Context: an optimization exercise on an open-source flow, tuned for small area and a short achievable clock period. The choices shown serve that exercise and are no tape-out recipe. At most, simulation tests tie the RTL to the original design; equivalence was not proved. Power figures rest on the tool's default switching activity, not on a simulated workload.

==> flow/design.v (excerpt) <==
module zcpf_nec (
    input  wire       clk,
    input  wire       rst,       
    input  wire       zc_in,     
    input  wire       ir_in,     
    input  wire       dt_tick,   
    input  wire       tb_tick,   
    input  wire [3:0] addr,
    input  wire [7:0] wdata,
    input  wire       rd,
    input  wire       wr,
    output reg  [7:0] rdata,
    output reg        gate_n
);
    localparam [2:0] S_IDLE    = 3'd0;
    localparam [2:0] S_MARK    = 3'd1;
    localparam [2:0] S_SPACE   = 3'd2;
    localparam [2:0] S_HIGHBIT = 3'd3;
    localparam [2:0] S_LOWBIT  = 3'd4;
    localparam [2:0] S_REPEAT  = 3'd5;
    localparam [127:0] LUT_TT = {
        16'h003f, 16'h00c7, 16'h014b, 16'h0399,
        16'h0255, 16'h030f, 16'h0333, 16'h0155 };
    localparam [127:0] LUTM_TT = {
        16'h003f, 16'h00c7, 16'h014b, 16'h0319,
        16'h02d5, 16'h0387, 16'h0199, 16'h02aa };
    function [7:0] lut;
        input [3:0] idx;
        input       minus1;
        integer b;
        begin
            for (b = 0; b < 8; b = b + 1)
                lut[b] = minus1 ? LUTM_TT[16*b + idx] : LUT_TT[16*b + idx];
        end
    endfunction
    reg  [2:0]  ir_state;
    reg  [3:0]  phase;        
    reg  [7:0]  dly_cnt;
    reg         dly_armed;
    reg         gate;
    reg         run;
    reg  [3:0]  level;
    reg         start_req;
    reg  [7:0]  kick_cnt;
    reg  [15:0] tb_cnt;
    reg  [7:0]  hc_cnt;
    reg  [7:0]  ovf_cnt;
    reg         ir_level;
    reg  [15:0] ivc;          
    reg  [31:1] acc;
    reg  [4:0]  bitcnt;
    reg  [31:0] frame;
    reg         frame_vld;    
    reg  [1:0]  ir_idle;
    reg         frame_rdy;
    reg         rpt_pend;
    reg         ovf_f;
    reg         zc_f;
    reg         pulse_on;     
    reg  [3:0]  pulse_cnt;    
    reg         zc_prev;
    reg         ir_prev;
    wire ir_now = ~ir_in;
    wire zc_ev  = zc_in & ~zc_prev;
    wire ir_ev  = ir_now ^ ir_prev;
    wire dt_ev  = dt_tick & dly_armed;
    wire wr_lvl = wr & (addr == 4'h0);
    wire wr_ctl = wr & (addr == 4'h1);
    wire wr_flg = wr & (addr == 4'h4);
    wire       wlvl_z = wdata[7] | (wdata[6:0] == 7'd0);
    wire       wlvl_9 = (wdata[6:0] > 7'd9) | (wdata[3:0] == 4'd9);
    wire [3:0] wlvl   = wdata[7] ? 4'd0 : wlvl_9 ? 4'd9 : wdata[3:0];
    wire kick_nz = (kick_cnt != 8'd0);
  ...
Settings: LEC_CHECK=0, CAP_MARGIN=20, CORE_MARGIN=2, CORE_UTILIZATION=40, CTS_BUF_LIST=sky130_fd_sc_hd__clkbuf_4 sky130_fd_sc_hd__clkbuf_8, SETUP_SLACK_MARGIN=2.4, SLEW_MARGIN=20; clock period 4.5 ns.
run.sh (not shown) runs the stock make flow with config.mk's settings and CLKGATE_MAP_FILE= SYNTH_SCRIPT=/design/flow/synth_recipe.tcl, a recipe that flattens the netlist after the stock synthesis.
Then changed:
CTS_BUF_LIST = unset   (was sky130_fd_sc_hd__clkbuf_4 sky130_fd_sc_hd__clkbuf_8)
SETUP_SLACK_MARGIN = unset   (was 2.4)
Effect: Non-clock buffer count came out lower by 57. Fmax goes down by about 30%. Register-to-register slack gets worse by 380 ps. Via count fell by about 5%.
No functional check of the RTL was part of any run of this note.

* * *

Another version of the RTL of zcpf_nec (not shown whole).
For scale: ~780 cells after synthesis, roughly 29 I/O pins, about 7900 um2 of cells after synthesis.
clock: 4.5 ns
lec_check: 0
cap_margin: 20
core_margin: 2
core_utilization: 40
cts_buf_list: sky130_fd_sc_hd__clkbuf_4 sky130_fd_sc_hd__clkbuf_8
setup_slack_margin: 3.0
slew_margin: 20
standard.sh (not shown) runs the stock make flow with config.mk's settings and CLKGATE_MAP_FILE= SYNTH_SCRIPT=/design/flow/synth_recipe.tcl, a recipe that flattens the netlist after the stock synthesis.
==> flow/flow/run.sh <==
#!/bin/bash
# Own layout flow: the standard flow (standard.sh, standard synthesis
# unchanged) with extra ORFS variables from flow/extra.env, e.g. the cell
# buffer_ports puts on every port.
set -euo pipefail
set -a
source flow/extra.env
set +a
bash standard.sh > flow.log 2>&1
==> flow/flow/extra.env <==
BUFFER_PORTS_ARGS="-buffer_cell sky130_fd_sc_hd__buf_4"
Then changed:
==> flow/flow/run.sh (replaced) <==
#!/bin/bash
# Own layout flow: the standard flow (standard.sh) with two changes:
# - extra ORFS variables from flow/extra.env (the cell buffer_ports puts on
#   every port);
# - if flow/abc.script exists, Yosys's ABC pass maps the logic with it
#   instead of ORFS's script. Registers are made by Yosys before ABC runs,
#   so they stay the standard synthesis's, by name, count and cell type.
set -euo pipefail
W=$(pwd)
set -a
source flow/extra.env
set +a
if [[ -f flow/abc.script ]]; then
  cp flow/abc.script "$W/my_abc.script"
  {
    head -n 1 synth_recipe.tcl
    cat <<T
proc abc {args} {
  set i [lsearch \$args -script]
  if {\$i >= 0} { lset args [expr {\$i + 1}] $W/my_abc.script }
  yosys abc {*}\$args
}
T
    tail -n +2 synth_recipe.tcl
  } > my_synth.tcl
  sed -e "s#SYNTH_SCRIPT=[^ ]*#SYNTH_SCRIPT=$W/my_synth.tcl#" standard.sh > my_standard.sh
  grep -q "my_synth.tcl" my_standard.sh
  bash my_standard.sh > flow.log 2>&1
else
  bash standard.sh > flow.log 2>&1
fi
==> flow/flow/abc.script (new file) <==
&get -n
&st
&dch
&nf
&st
&syn2
&if -g -K 6
&synch2
&nf
&st
&syn2
&if -g -K 6
&synch2
&nf
&st
&syn2
&if -g -K 6
&synch2
&nf
&st
&syn2
&if -g -K 6
&synch2
&nf
&st
&syn2
&if -g -K 6
&synch2
&nf
&put
SETUP_SLACK_MARGIN = 2.4   (was 3.0)
Routed wire length goes down by 19%.
Maximum frequency goes down by 7.5%.
Sequential power barely changes.
Power goes down by 9.3%.
Sequential cell count is unchanged.
Setup slack gets worse by 0.16 ns.
Via count goes down by 11%.

* * *

== before ==
Starting RTL as in the previous note.
==> flow/config.mk <==
export PLATFORM = sky130hd
export DESIGN_NAME = zcpf_nec
export DESIGN_NICKNAME = zcpf_nec
export VERILOG_FILES = /design/flow/design.v
export SDC_FILE = /design/flow/constraint.sdc
export NUM_CORES = 4
export LEC_CHECK = 0
export CAP_MARGIN = 20
export CORE_MARGIN = 2
export CORE_UTILIZATION = 40
export CTS_BUF_LIST = sky130_fd_sc_hd__clkbuf_4 sky130_fd_sc_hd__clkbuf_8
export SETUP_SLACK_MARGIN = 2.7
export SLEW_MARGIN = 20
==> flow/constraint.sdc <==
create_clock -name core_clock -period 4.5 [get_ports {clk}]
set_input_delay 0.9000 -clock core_clock [delete_from_list [all_inputs] [get_ports {clk}]]
set_output_delay 0.9000 -clock core_clock [all_outputs]
set_load 0.01 [all_outputs]
==> flow/flow/run.sh <==
#!/bin/bash
# Own layout flow: the standard flow (standard.sh, standard synthesis
# unchanged) with extra ORFS variables from flow/extra.env, e.g. the cell
# buffer_ports puts on every port.
set -euo pipefail
set -a
source flow/extra.env
set +a
bash standard.sh > flow.log 2>&1
Scripts as last shown in full above: flow/flow/extra.env
Setup changes, before to after
Settings: swapping 2.7 for 2.4 in SETUP_SLACK_MARGIN.
==> flow/flow/extra.env <==
BUFFER_PORTS_ARGS="-buffer_cell sky130_fd_sc_hd__buf_4"
CTS_ARGS="-sink_clustering_enable -repair_clock_nets -dont_use_dummy_load -sink_buffer_max_cap_derate 0.5 -buf_list {sky130_fd_sc_hd__clkbuf_4 sky130_fd_sc_hd__clkbuf_8}"
RECOVER_POWER=100
The flow for after finished, though final verification flagged max-capacitance violations, max-slew violations. Summary — biggest cell delay along the critical path, after relative to before: higher, by 580 ps. Taking before as the reference, in after fraction of the core area covered by cells at the end of the flow down 11 points; number of antenna diodes went up; cell area now sits lower; cell count lower.

* * *

The RTL this note starts from:
==> flow/design.v <==
module zcpf_nec (
    input  wire       clk,
    input  wire       rst,       
    input  wire       zc_in,     
    input  wire       ir_in,     
    input  wire       dt_tick,   
    input  wire       tb_tick,   
    input  wire [3:0] addr,
    input  wire [7:0] wdata,
    input  wire       rd,
    input  wire       wr,
    output reg  [7:0] rdata,
    output reg        gate_n
);
    localparam [2:0] S_IDLE    = 3'd0;
    localparam [2:0] S_MARK    = 3'd1;
    localparam [2:0] S_SPACE   = 3'd2;
    localparam [2:0] S_HIGHBIT = 3'd3;
    localparam [2:0] S_LOWBIT  = 3'd4;
    localparam [2:0] S_REPEAT  = 3'd5;
    localparam [127:0] LUT_TT = {
        16'h003f, 16'h00c7, 16'h014b, 16'h0399,
        16'h0255, 16'h030f, 16'h0333, 16'h0155 };
    localparam [7:0] KICK_200 = 8'had, KICK_199 = 8'h5b, KICK_1 = 8'h80;
    localparam [15:0] TB_FFFF = 16'h8000;
    function [7:0] step8;
        input [7:0] q;
        begin
            step8 = {q[6:0], q[7] ^ q[5] ^ q[4] ^ q[3] ^ (q[6:0] == 7'd0)};
        end
    endfunction
    function [15:0] step16;
        input [15:0] q;
        begin
            step16 = {q[14:0], q[15] ^ q[14] ^ q[12] ^ q[3] ^ (q[14:0] == 15'd0)};
        end
    endfunction
    function [7:0] lut;
        input [3:0] idx;
        integer b;
        begin
            for (b = 0; b < 8; b = b + 1)
                lut[b] = LUT_TT[16*b + idx];
        end
    endfunction
    reg  [2:0]  ir_state;
    reg  [3:0]  phase;        
    reg  [3:0]  dly_a;        
    reg  [4:0]  dly_b;
    reg         dly_armed;
    reg         gate;
    reg         run;
    reg  [3:0]  level;
    reg         start_req;
    reg  [7:0]  kick_cnt;
    reg  [15:0] tb_cnt;
    reg  [7:0]  hc_cnt;
    reg  [7:0]  ovf_cnt;
    reg         ir_level;
    reg  [15:0] ivc;          
    reg  [31:1] acc;
    reg  [4:0]  bitcnt;
    reg  [31:0] frame;
    reg         frame_vld;    
    reg  [1:0]  ir_idle;
    reg         frame_rdy;
    reg         rpt_pend;
    reg         ovf_f;
    reg         zc_f;
    reg         pulse_on;     
    reg  [3:0]  pulse_cnt;    
    reg         zc_prev;
    reg         ir_prev;
    wire ir_now = ~ir_in;
    wire zc_ev  = zc_in & ~zc_prev;
    wire ir_ev  = ir_now ^ ir_prev;
    wire dt_ev  = dt_tick & dly_armed;
    wire wr_lvl = wr & (addr == 4'h0);
    wire wr_ctl = wr & (addr == 4'h1);
    wire wr_flg = wr & (addr == 4'h4);
    wire       wlvl_z = wdata[7] | (wdata[6:0] == 7'd0);
    wire       wlvl_9 = (wdata[6:0] > 7'd9) | (wdata[3:0] == 4'd9);
    wire [3:0] wlvl   = wdata[7] ? 4'd0 : wlvl_9 ? 4'd9 : wdata[3:0];
    wire kick_nz = (kick_cnt != 8'd0);
    wire kick_1  = (kick_cnt == KICK_1);
    wire dly_bz  = (dly_b == 5'd0);
    wire dly_z   = (dly_a == 4'd10) & dly_bz;
    wire c_zero = wr_lvl & wlvl_z;                           
    wire c_kick = wr_lvl & ~wlvl_z & ~run & start_req;       
    wire c_set  = wr_lvl & ~wlvl_z & ~start_req & ~run       
                | wr_lvl & ~wlvl_z & run & ~kick_nz;
    wire c_keep = ~(c_zero | c_kick | c_set);                
    wire       w_run   = c_zero ? 1'b0 : (c_kick | run);
    wire [3:0] w_level = wr_lvl ? wlvl : level;
    wire       w_ph9   = c_kick | (c_set & wlvl_9 & ~wdata[7]) | (c_keep & phase == 4'd9);
    wire kick_end = zc_ev & c_keep & ~c_zero & kick_1;    
    reg [3:0] w_phase;
    always @* begin
        if (c_zero)        w_phase = 4'd0;
        else if (c_kick)   w_phase = 4'd9;
        else if (c_set)    w_phase = wlvl;
        else               w_phase = phase;
    end
    reg [3:0] n_phase;
    always @* begin
        if (kick_end)      n_phase = w_level;
        else               n_phase = w_phase;
    end
    reg [7:0] n_kick;
    always @* begin
        if (c_zero)                 n_kick = 8'd0;
        else if (c_kick)            n_kick = zc_ev ? KICK_199 : KICK_200;
        else if (zc_ev & kick_nz)   n_kick = step8(kick_cnt);
        else                        n_kick = kick_cnt;
    end
    wire       dly_step = dt_ev & ~dly_z;
    wire [3:0] n_dly_a = zc_ev ? w_phase :
                         (dly_step & dly_bz) ? dly_a + 4'd1 : dly_a;
    wire [4:0] n_dly_b = zc_ev ? (dt_tick ? 5'd4 : 5'd5) :
                         dly_step ? (dly_bz ? 5'd24 : dly_b - 5'd1) : dly_b;
    wire expire  = ~zc_ev & dt_ev & dly_z;
    wire fire    = expire & w_run;
    wire n_armed = zc_ev | (dly_armed & ~expire);
    wire n_gate  = (zc_ev & w_run & w_ph9) | (gate & ~expire);
    wire n_pulse_on = fire | (pulse_on & (pulse_cnt != 4'd0));
    wire [15:0] iv = ivc;
    wire iv_ge787 = (iv >= 16'd787);
    wire iv_lt394 = (iv <  16'd394);
    wire iv_bit   = (iv >= 16'd56) && (iv <= 16'd84);
    wire iv_low   = (iv >= 16'd56) && (iv <= 16'd252);
    wire iv_one   = (iv >= 16'd168);
    wire st_idle = (ir_state == S_IDLE);
    wire st_mark = (ir_state == S_MARK);
    wire st_spc  = (ir_state == S_SPACE);
    wire st_hi   = (ir_state == S_HIGHBIT);
    wire st_lo   = (ir_state == S_LOWBIT);
    wire st_rpt  = (ir_state == S_REPEAT);
    reg [2:0] ed_state;
    always @* begin
        case (ir_state)
            S_IDLE:    ed_state = S_MARK;       
            S_MARK:    ed_state = iv_ge787 ? S_SPACE : S_IDLE;
            S_SPACE:   ed_state = iv_lt394 ? S_REPEAT : S_HIGHBIT;
            S_HIGHBIT: ed_state = iv_bit ? S_LOWBIT : S_IDLE;
            S_LOWBIT:  ed_state = (iv_low & (bitcnt != 5'd31)) ? S_HIGHBIT : S_IDLE;
            default:   ed_state = S_IDLE;
        endcase
    end
    wire go_idle_hold = st_idle & ~ir_now;                  
    wire done_pre = st_lo & iv_low & (bitcnt == 5'd31);     
    wire rpt_pre  = st_rpt & iv_bit;
    wire [4:0] ed_bitcnt = (st_lo & iv_low & (bitcnt != 5'd31)) ? bitcnt + 5'd1 :
                           (st_spc | st_hi & iv_bit) ? bitcnt : 5'd0;
    wire [15:0] sel = 16'd1 << addr;
    wire        sel_fr = frame_vld & addr[3] & ~addr[2];
    wire [7:0] rd_view =
        ({8{sel[0]}} & {4'd0, level}) |
        ({8{sel[1]}} & {7'd0, start_req}) |
        ({8{sel[2]}} & lut(phase)) |
        ({8{sel[3]}} & {3'd0, ir_level, dly_armed, gate, kick_nz, run}) |
        ({8{sel[4]}} & {4'd0, zc_f, ovf_f, rpt_pend, frame_rdy}) |
        ({8{sel[5]}} & hc_cnt) |
        ({8{sel[6]}} & ovf_cnt) |
        ({8{sel[7]}} & {ir_state, bitcnt}) |
        ({8{sel_fr & addr[1:0] == 2'd0}} & frame[7:0]) |
        ({8{sel_fr & addr[1:0] == 2'd1}} & frame[15:8]) |
        ({8{sel_fr & addr[1:0] == 2'd2}} & frame[23:16]) |
        ({8{sel_fr & addr[1:0] == 2'd3}} & frame[31:24]);
    wire tb_wrap = tb_tick & (tb_cnt == TB_FFFF);
    wire [1:0] idle_ir = ir_ev ? 2'd0 : ir_idle;
    always @(posedge clk) begin
        zc_prev <= zc_in;
        ir_prev <= ir_now;
        dly_a   <= n_dly_a;
        dly_b   <= n_dly_b;
        if (fire)
            pulse_cnt <= 4'd15;
        else
            pulse_cnt <= pulse_cnt - 4'd1;
        if (ir_ev)
            ivc <= {15'd0, tb_tick};
        else if (tb_tick)
            ivc <= ivc + 16'd1;
        if (ir_ev & st_lo)
            acc <= {iv_one, acc[31:2]};
        if (ir_ev & done_pre)
            frame <= {iv_one, acc};
    end
    always @(posedge clk) begin
        if (rst) begin
            ir_state  <= S_IDLE;
            phase     <= 4'd0;
            dly_armed <= 1'b0;
            gate      <= 1'b0;
            run       <= 1'b0;
            level     <= 4'd0;
            start_req <= 1'b0;
            kick_cnt  <= 8'd0;
            tb_cnt    <= 16'd0;
            hc_cnt    <= 8'd0;
            ovf_cnt   <= 8'd0;
            ir_level  <= 1'b0;
            bitcnt    <= 5'd0;
            frame_vld <= 1'b0;
            ir_idle   <= 2'd0;
            frame_rdy <= 1'b0;
            rpt_pend  <= 1'b0;
            ovf_f     <= 1'b0;
            zc_f      <= 1'b0;
            pulse_on  <= 1'b0;
            gate_n    <= 1'b1;
            rdata     <= 8'd0;
        end else begin
            phase     <= n_phase;
            dly_armed <= n_armed;
            gate      <= n_gate;
            run       <= w_run;
            level     <= w_level;
            kick_cnt  <= n_kick;
            pulse_on  <= n_pulse_on;
            gate_n    <= ~(n_gate | n_pulse_on);
            if (wr_lvl)
                start_req <= 1'b0;
            else if (wr_ctl)
                start_req <= wdata[0];
            if (zc_ev)
                hc_cnt <= hc_cnt + 8'd1;
            if (ir_ev) begin
                ir_level <= ir_now;
                if (!go_idle_hold) begin
                    ir_state <= ed_state;
                    bitcnt   <= ed_bitcnt;
                end
                if (done_pre)
                    frame_vld <= 1'b1;
            end
            if (tb_tick)
                tb_cnt <= step16(tb_cnt);
            if (tb_wrap) begin
                ovf_cnt <= ovf_cnt + 8'd1;
                ir_idle <= (idle_ir == 2'd2) ? 2'd2 : idle_ir + 2'd1;
            end else begin
                ir_idle <= idle_ir;
            end
            frame_rdy <= (frame_rdy & ~(wr_flg & wdata[0])) | (ir_ev & done_pre);
            rpt_pend  <= ((rpt_pend & ~(wr_flg & wdata[1])) | (ir_ev & rpt_pre))
                         & ~(tb_wrap & (idle_ir != 2'd0));
            ovf_f     <= (ovf_f & ~(wr_flg & wdata[2])) | tb_wrap;
            zc_f      <= (zc_f & ~(wr_flg & wdata[3])) | zc_ev;
            if (rd)
                rdata <= rd_view;
        end
    end
endmodule
Settings: LEC_CHECK=0, CAP_MARGIN=20, CORE_MARGIN=2, CORE_UTILIZATION=40, CTS_BUF_LIST=sky130_fd_sc_hd__clkbuf_4 sky130_fd_sc_hd__clkbuf_8, SETUP_SLACK_MARGIN=2.4, SLEW_MARGIN=20; clock period 4.5 ns.
run.sh (not shown) runs the stock make flow with config.mk's settings and CLKGATE_MAP_FILE= SYNTH_SCRIPT=/design/flow/synth_recipe.tcl, a recipe that flattens the netlist after the stock synthesis.
Stock flow here: none of the scripts above is used.
The baseline passed the timing, design-rule and antenna checks.
==> next run, changes <==
==> flow/flow/run.sh (new file) <==
#!/bin/bash
# Own layout flow: the standard flow (standard.sh) with one change to
# synthesis -- ABC maps the logic with the area-oriented script in
# flow/area.abc instead of ORFS's speed script.  Registers come from Yosys
# before ABC runs, so they are the standard synthesis's, by name and type.
# Extra ORFS variables can be given in flow/extra.mk (one VAR=value a line).
set -euo pipefail
W=$(pwd)
cp flow/area.abc "$W/area.abc"
{
  head -n 1 synth_recipe.tcl
  cat <<T
proc abc {args} {
  set i [lsearch \$args -script]
  if {\$i >= 0} { lset args [expr {\$i + 1}] $W/area.abc }
  yosys abc {*}\$args
}
T
  tail -n +2 synth_recipe.tcl
} > my_synth.tcl
extra=""
if [[ -f flow/extra.mk ]]; then extra=$(grep -v '^#' flow/extra.mk | tr '\n' ' '); fi
sed -e "s#SYNTH_SCRIPT=[^ ]*#SYNTH_SCRIPT=$W/my_synth.tcl $extra#" standard.sh > my_standard.sh
grep -q "my_synth.tcl" my_standard.sh
bash my_standard.sh > flow.log 2>&1
==> flow/flow/area.abc (new file) <==
strash
ifraig
dc2
dch -f
map -a
topo
stime -c
buffer -c
upsize -c
dnsize -c
==> flow/standard.sh (new file) <==
#!/bin/bash
# synth_recipe.tcl (not shown) runs the flow's synth.tcl, then flattens the netlist and writes it again
# the make line also repeats each setting of config.mk as NAME=value (left out here)
make -C /OpenROAD-flow-scripts/flow DESIGN_CONFIG=/design/flow/config.mk WORK_HOME=/design/flow/orfs CLKGATE_MAP_FILE= SYNTH_SCRIPT=/design/flow/synth_recipe.tcl "${@:-finish}"
removed: flow/run.sh
Result:
- final area fell by 2.6%
- wire length fell by 2.7%
- hold slack barely changes
- power rose by 1.5%
- sequential cell count is unchanged
- sequential share of layout area rose by 1.3 points
- via count fell by 3.1%
- utilization rose by 2.3 points
- sequential power is about the same
- die area fell by 6.4%
==> next run, changes <==
==> flow/flow/run.sh (replaced) <==
#!/bin/bash
# Own layout flow: the standard flow (standard.sh, standard synthesis
# unchanged) with extra ORFS variables from flow/extra.env, e.g. the cell
# buffer_ports puts on every port.
set -euo pipefail
set -a
source flow/extra.env
set +a
bash standard.sh > flow.log 2>&1
==> flow/flow/extra.env (new file) <==
BUFFER_PORTS_ARGS="-buffer_cell sky130_fd_sc_hd__buf_4"
CTS_ARGS="-sink_clustering_enable -repair_clock_nets -dont_use_dummy_load -buf_list {sky130_fd_sc_hd__clkbuf_4 sky130_fd_sc_hd__clkbuf_8}"
- CORE_UTILIZATION: 40 -> 50
removed: flow/flow/area.abc
Result: Core utilization increases by 7.1 points; clock power shrinks by about 27%; count of clock-buffer cells in the layout is unchanged; final area drops by 3.3%.

-- afterwards: timing with drivers on the ports --
In the flow no input, the clock included, has a driving cell. The finished layouts below were timed again as built, in two steps.
Step 1, drivers: a clkbuf_16 drives clk and a buf_2 each remaining input, both assumed.
Step 2 also shifts input and output timing later by t, the mid clock arrival at the registers, as if the neighbouring blocks saw the same clock.
Three values: ideal ports, drivers, drivers and shift; two values: the first two.
run	shift t [ns]	setup slack, ns	worst data-port slew with drivers (ns)	cell pins on the clock port's net
the first run of note 1	0.502	2.323 / 2.330 / 1.828	0.07	1
the second run of note 1	0.476	1.336 / 1.354 / 0.878	0.06	1
the first run of note 2	0.497	2.495 / 2.461 / 1.964	0.14	1
the second run of note 2	0.490	2.333 / 2.342 / 1.852	0.06	1
before	0.500	2.463 / 2.440 / 1.940	0.15	1
after	0.641	1.675 / 1.677 / 1.036	0.07	1
the first run of note 4	0.499	2.388 / 2.404 / 1.905	0.05	1
the second run of note 4	0.505	2.138 / 2.147 / 1.646	0.05	1
the third run of note 4	0.481	2.392 / 2.402 / 1.921	0.06	1
The setup slack of after, which loses most, moves by +0.002 ns with the drivers and by -0.639 ns with both steps.
